This is an optimization exercise on Yosys and OpenROAD, whose aim is a short achievable clock period and few clock cycles, not a production implementation. RTL that was checked went through simulation tests only; none was proved equivalent to the original. No activity file was given, so power comes from the tool's default toggle rates.

## snappy_dec
module snappy_dec (
    input  wire        clk,
    input  wire        rst,
    input  wire        start,
    input  wire [15:0] src_len,
    input  wire [15:0] dst_cap,
    output wire        busy,
    output reg         done,
    output reg  [7:0]  fault,
    output reg  [31:0] result,
    output reg  [31:0] info0,
    output reg  [31:0] info1,
    output reg         in_re,
    output reg  [15:0] in_addr,
    input  wire [7:0]  in_rdata,
    output reg         out_re,
    output reg  [15:0] out_raddr,
    input  wire [7:0]  out_rdata,
    output reg         out_we,
    output reg  [15:0] out_waddr,
    output reg  [7:0]  out_wdata
);
clock: 10.0 ns
lec_check: 0
abc_clock_period_in_ps: 3000
cap_margin: 20
core_margin: 2
core_utilization: 60
slew_margin: 20
standard.sh (not shown) runs the stock make flow with config.mk's settings and CLKGATE_MAP_FILE= SYNTH_SCRIPT=/design/flow/synth_recipe.tcl, a recipe that flattens the netlist after the stock synthesis.
==> flow/flow/run.sh <==
#!/bin/bash
set -euo pipefail
bash standard.sh SETUP_SLACK_MARGIN=7.2 finish > flow_make.log 2>&1
Then changed:
==> flow/flow/run.sh (replaced) <==
#!/bin/bash
set -euo pipefail
bash standard.sh SETUP_SLACK_MARGIN=7.0 finish > flow_make.log 2>&1
Effect:
- The new run ran to the end with no violations
- sequential cell count does not change
- count of clock-buffer cells in the layout rises by 6
- register-to-register slack improved by 0.14 ns
Function was not checked in any run of this note: the RTL went through the layout flow alone.

========
Another version of the RTL of snappy_dec (not shown whole).
Size: roughly 2900 cells after synthesis, roughly 850 flip-flops, ~220 I/O pins.
export LEC_CHECK = 0
export ABC_CLOCK_PERIOD_IN_PS = 3000
export CAP_MARGIN = 20
export CORE_MARGIN = 2
export CORE_UTILIZATION = 60
export CTS_CLUSTER_DIAMETER = 80
export CTS_CLUSTER_SIZE = 20
export SLEW_MARGIN = 20
create_clock -name core_clock -period 10.0 [get_ports {clk}]
==> flow/flow/run.sh <==
#!/bin/bash
set -euo pipefail
bash standard.sh SETUP_SLACK_MARGIN=7.5 finish > flow_make.log 2>&1
Testbench counts at the start, summed over its fixed seeds: cycles 151,834.
Next try:
==> flow/flow/run.sh (replaced) <==
#!/bin/bash
set -euo pipefail
bash standard.sh SETUP_SLACK_MARGIN=7.2 finish > flow_make.log 2>&1
--- a/flow/config.mk
+++ b/flow/config.mk
@@ -12,2 +12,2 @@
-export CTS_CLUSTER_DIAMETER = 80
-export CTS_CLUSTER_SIZE = 20
+export CTS_CLUSTER_DIAMETER = 60
+export CTS_CLUSTER_SIZE = 30
The changed run finished clean. Cell count shrinks by 2.0%. First-iteration DRC count climbs by 0.53%. Sequential power is about the same. Global-route usage went down by 1.0 points. Utilization fell by 1.9 points. Sequential share of layout area came out higher by 1.3 points. Count of clock-buffer cells in the layout falls by 30.
Next try:
--- a/flow/config.mk
+++ b/flow/config.mk
@@ -11,3 +11 @@
-export CORE_UTILIZATION = 60
-export CTS_CLUSTER_DIAMETER = 60
-export CTS_CLUSTER_SIZE = 30
+export CORE_UTILIZATION = 50
The new run ran to the end with no violations.
Worst setup slack is better by 0.029 ns.
Utilization fell by 9.9 points.
Total power rises by 14%.
Via count rose by 0.58%.
Final cell count increases by 6.5%.
Cell area went up by 3.7%.
First-iteration DRC count goes down by 9.7%.
Worst hold slack gets worse by 0.012 ns.
Synthesized area is unchanged.
Next try:
--- a/flow/config.mk
+++ b/flow/config.mk
@@ -11 +11 @@
-export CORE_UTILIZATION = 50
+export CORE_UTILIZATION = 60
Outcome: Total power goes down by 1.4%. Cell count came out lower by 4.3%. Routed wire length falls by 1.9%. First-iteration DRC count went up by 1.2%. Clock skew barely changes. Via count rises by 1.2%.

========
== the reference run ==
snappy_dec, a different RTL version from the one above (not shown whole).
For scale: roughly 2900 cells after synthesis, about 220 I/O pins, about 37000 um^2 of cells after synthesis.
make LEC_CHECK=0 ABC_CLOCK_PERIOD_IN_PS=3000 CAP_MARGIN=20 CORE_MARGIN=2 CORE_UTILIZATION=60 CTS_CLUSTER_DIAMETER=80 CTS_CLUSTER_SIZE=20 SETUP_SLACK_MARGIN=5 SLEW_MARGIN=20 finish   # period 10.0 ns
run.sh (not shown) runs the stock make flow with config.mk's settings and CLKGATE_MAP_FILE= SYNTH_SCRIPT=/design/flow/synth_recipe.tcl, a recipe that flattens the netlist after the stock synthesis.
Stock flow here: none of the scripts above is used.
Testbench counts of the reference run, summed over its fixed seeds: cycles 151,834.
Modified inputs, the trial run compared to the reference run
- removing SETUP_SLACK_MARGIN (formerly 5)
==> flow/flow/run.sh (new file) <==
#!/bin/bash
set -euo pipefail
bash standard.sh SETUP_SLACK_MARGIN=7.2 finish > flow_make.log 2>&1
==> flow/standard.sh (new file) <==
#!/bin/bash
# synth_recipe.tcl (not shown) runs the flow's synth.tcl, then flattens the netlist and writes it again
# the make line also repeats each setting of config.mk as NAME=value (left out here)
make -C /OpenROAD-flow-scripts/flow DESIGN_CONFIG=/design/flow/config.mk WORK_HOME=/design/flow/orfs CLKGATE_MAP_FILE= SYNTH_SCRIPT=/design/flow/synth_recipe.tcl "${@:-finish}"
removed: flow/run.sh
Findings:
The trial run: no failed stages, no open violations at the end. Compared with the reference run, the trial run shows register share of the cell area lower by 1.3 points. Global-route usage is higher on the trial run. For reported sequential group power, the reference run and the trial run come out practically identical. Portion of total power attributed to combinational logic in the trial run is 1.5 points higher than in the reference run. The timing endpoint of the critical path comes out in_re in one run and busy in the other, namely in the reference run and the trial run respectively. Diff the reference run -> the trial run | global-route wire length before repair | increase of about 0.9%. Clock network fraction of design power, the trial run and the reference run: higher on the reference run.

========
== v6 ==
RTL: one of the versions met above, not the one the previous note started from.
Size: ~2900 cells after synthesis, about 850 flip-flops, roughly 220 I/O pins, roughly 0.037 mm2 of cells after synthesis.
export LEC_CHECK = 0
export ABC_CLOCK_PERIOD_IN_PS = 3000
export CAP_MARGIN = 20
export CORE_MARGIN = 2
export CORE_UTILIZATION = 67
export SLEW_MARGIN = 20
create_clock -name core_clock -period 10.0 [get_ports {clk}]
standard.sh (not shown) runs the stock make flow with config.mk's settings and CLKGATE_MAP_FILE= SYNTH_SCRIPT=/design/flow/synth_recipe.tcl, a recipe that flattens the netlist after the stock synthesis.
==> flow/flow/run.sh <==
#!/bin/bash
set -euo pipefail
bash standard.sh SETUP_SLACK_MARGIN=7.2 finish > flow_make.log 2>&1
Testbench counts of v6, summed over its fixed seeds: cycles 151,834.
The inputs of v55 differ from those of v6 as listed below.
# v6
export LEC_CHECK = 0
export ABC_CLOCK_PERIOD_IN_PS = 3000
export CAP_MARGIN = 20
export CORE_MARGIN = 2
export CORE_UTILIZATION = 67
export SLEW_MARGIN = 20
create_clock -name core_clock -period 10.0 [get_ports {clk}]
# v55
export LEC_CHECK = 0
export ABC_CLOCK_PERIOD_IN_PS = 3000
export CAP_MARGIN = 20
export CORE_MARGIN = 2
export CORE_UTILIZATION = 50
export SLEW_MARGIN = 20
create_clock -name core_clock -period 10.0 [get_ports {clk}]
==> flow/flow/run.sh <==
#!/bin/bash
set -euo pipefail
bash standard.sh SETUP_SLACK_MARGIN=7.2 "CTS_ARGS=-sink_clustering_enable -repair_clock_nets -apply_ndr full" finish > flow_make.log 2>&1
==> run notes <==
Compared to v6, v55 has area growth from synthesis to layout 1.9 points higher. Per the comparison of v55 with v6, clock-pin transition on the worst setup and hold timing paths was more or less identical, count of clock-buffer cells in the layout went down by 8, largest incremental delay on the critical path went down by 0.03 ns. For the total setup buffers inserted after CTS, v55 came in about 10% lower than v6 did. Worst hold slack: v55 vs v6, no meaningful difference. Looking at v6 and v55, the register area is a wash.
Input changes introduced in v23 (baseline for comparison: v55):
# v55
export LEC_CHECK = 0
export ABC_CLOCK_PERIOD_IN_PS = 3000
export CAP_MARGIN = 20
export CORE_MARGIN = 2
export CORE_UTILIZATION = 50
export SLEW_MARGIN = 20
create_clock -name core_clock -period 10.0 [get_ports {clk}]
# v23
export LEC_CHECK = 0
export ABC_CLOCK_PERIOD_IN_PS = 3000
export CAP_MARGIN = 20
export CORE_MARGIN = 2
export CORE_UTILIZATION = 75
export CTS_CLUSTER_DIAMETER = 80
export CTS_CLUSTER_SIZE = 20
export SLEW_MARGIN = 20
create_clock -name core_clock -period 10.0 [get_ports {clk}]
==> flow/flow/run.sh <==
#!/bin/bash
set -euo pipefail
bash standard.sh SETUP_SLACK_MARGIN=7.2 finish > flow_make.log 2>&1
- Re number of port buffers: no difference whatsoever between v23 and v55.
- A slowest library cell on the worst path of dfxtp_4 is what v55 shows, while fa_1 belongs to v23.
- Delta (v23 minus v55): wire length higher; met1 global-route usage rose 17 points; global-route wire length before repair went up; biggest cell delay along the critical path now sits higher.
- Diff v55 -> v23: area used by sequential logic in the layout held, placeable core area now smaller.
- For total via count in the routed design, dividing the value from v23 by the value from v55 gives 1.10.
- Going from v55 to v23, design area has decreased, power has decreased.
For v38, these inputs were changed with respect to v23:
# v23
export LEC_CHECK = 0
export ABC_CLOCK_PERIOD_IN_PS = 3000
export CAP_MARGIN = 20
export CORE_MARGIN = 2
export CORE_UTILIZATION = 75
export CTS_CLUSTER_DIAMETER = 80
export CTS_CLUSTER_SIZE = 20
export SLEW_MARGIN = 20
create_clock -name core_clock -period 10.0 [get_ports {clk}]
# v38
export LEC_CHECK = 0
export ABC_CLOCK_PERIOD_IN_PS = 3000
export CAP_MARGIN = 20
export CORE_MARGIN = 2
export CORE_UTILIZATION = 45
export SLEW_MARGIN = 20
create_clock -name core_clock -period 10.0 [get_ports {clk}]
==> run notes <==
Delta (v38 minus v23): total power rose by 15%, via total after detailed routing fell by 9.1%. v38 vs v23 on internal power: v38 is the higher one. Between v23 and v38, clock skew is higher for v38, v23 comes in under that. In v38 the insertion delay to the later sink of the worst-skew pair turned out 0.04 ns higher than in v23. v38 reports a lower total stage count of the critical path than v23 does. v38 against v23: die outline area now larger, wire length now smaller.
--- input diff v38..v16 ---
# v38
export LEC_CHECK = 0
export ABC_CLOCK_PERIOD_IN_PS = 3000
export CAP_MARGIN = 20
export CORE_MARGIN = 2
export CORE_UTILIZATION = 45
export SLEW_MARGIN = 20
create_clock -name core_clock -period 10.0 [get_ports {clk}]
# v16
export LEC_CHECK = 0
export ABC_CLOCK_PERIOD_IN_PS = 3000
export CAP_MARGIN = 20
export CORE_MARGIN = 2
export CORE_UTILIZATION = 60
export CTS_CLUSTER_DIAMETER = 80
export CTS_CLUSTER_SIZE = 20
export SLEW_MARGIN = 20
create_clock -name core_clock -period 10.0 [get_ports {clk}]
==> run notes <==
Between v38 and v16, net switching power decreased. Side by side, placed instance count turned out lower in v16 than in v38. Compared v16 against v38; worst-case clock buffer depth within noise. Side by side, met1 global-route usage turned out higher in v16 than in v38. The standard cells in v16 occupy less silicon area than those in v38 do. NOTE: internal power consumption in v16 falls short of that of v38. From v16 to v38, count of multi-input gates did not move at all. Delta (v16 minus v38): via count of the first global-routing pass went down by 843; power -about 14%; setup clock skew after layout now larger; switching share of total power higher.

## static timing again, ports no longer ideal
Ports are ideal in the flow. The routed layouts listed here were re-timed in OpenROAD. Step 1 assumes that a clkbuf_16 drives the clock port and a buf_2 every other input. Step 2 moves the port delays by t, midway between the first and last clock arrival at a register: inputs arrive t later, outputs are due t later. That takes back most of the time a late clock gives input paths. Slacks: ideal ports / drivers / drivers and shift; pairs: ideal ports / drivers.
run | t (ns) | setup slack, ns | worst hold slack (ns) | worst setup path after step 2 | clock arrival spread, ns
the first run of note 1 | 0.719 | 6.489 / 6.489 / 6.489 | 0.324 / 0.324 / 0.324 | register to register | 0.026 / 0.026
the second run of note 1 | 0.702 | 6.633 / 6.633 / 6.371 | 0.328 / 0.328 / 0.328 | input to register | 0.030 / 0.029
the first run of note 2 | 0.684 | 6.873 / 6.809 / 6.852 | 0.332 / 0.332 / 0.332 | input to register | 0.028 / 0.028
the second run of note 2 | 0.681 | 6.857 / 6.794 / 6.631 | 0.335 / 0.335 / 0.335 | input to register | 0.038 / 0.037
the third run of note 2 | 0.696 | 6.886 / 6.818 / 6.616 | 0.323 / 0.323 / 0.323 | input to register | 0.033 / 0.032
the fourth run of note 2 | 0.693 | 6.875 / 6.809 / 6.621 | 0.326 / 0.326 / 0.326 | input to register | 0.030 / 0.030
the reference run | 0.673 | 6.327 / 6.263 / 6.183 | 0.329 / 0.329 / 0.329 | input to register | 0.025 / 0.025
the trial run | 0.675 | 6.785 / 6.724 / 6.569 | 0.331 / 0.331 / 0.331 | input to register | 0.030 / 0.030
v6 | 0.688 | 6.870 / 6.807 / 6.568 | 0.324 / 0.324 / 0.324 | input to register | 0.040 / 0.040
v55 | 0.696 | 6.886 / 6.818 / 6.616 | 0.323 / 0.323 / 0.323 | input to register | 0.033 / 0.032
v23 | 0.689 | 6.782 / 6.782 / 6.604 | 0.331 / 0.331 / 0.331 | input to register | 0.032 / 0.031
v38 | 0.721 | 6.856 / 6.787 / 6.538 | 0.327 / 0.327 / 0.327 | input to register | 0.035 / 0.034
v16 | 0.682 | 6.859 / 6.795 / 6.615 | 0.332 / 0.332 / 0.332 | input to register | 0.037 / 0.038
After both steps every run listed still meets setup and hold. For v38, which loses most, drivers alone change the setup slack by -0.069 ns; drivers and shift together by -0.318 ns.
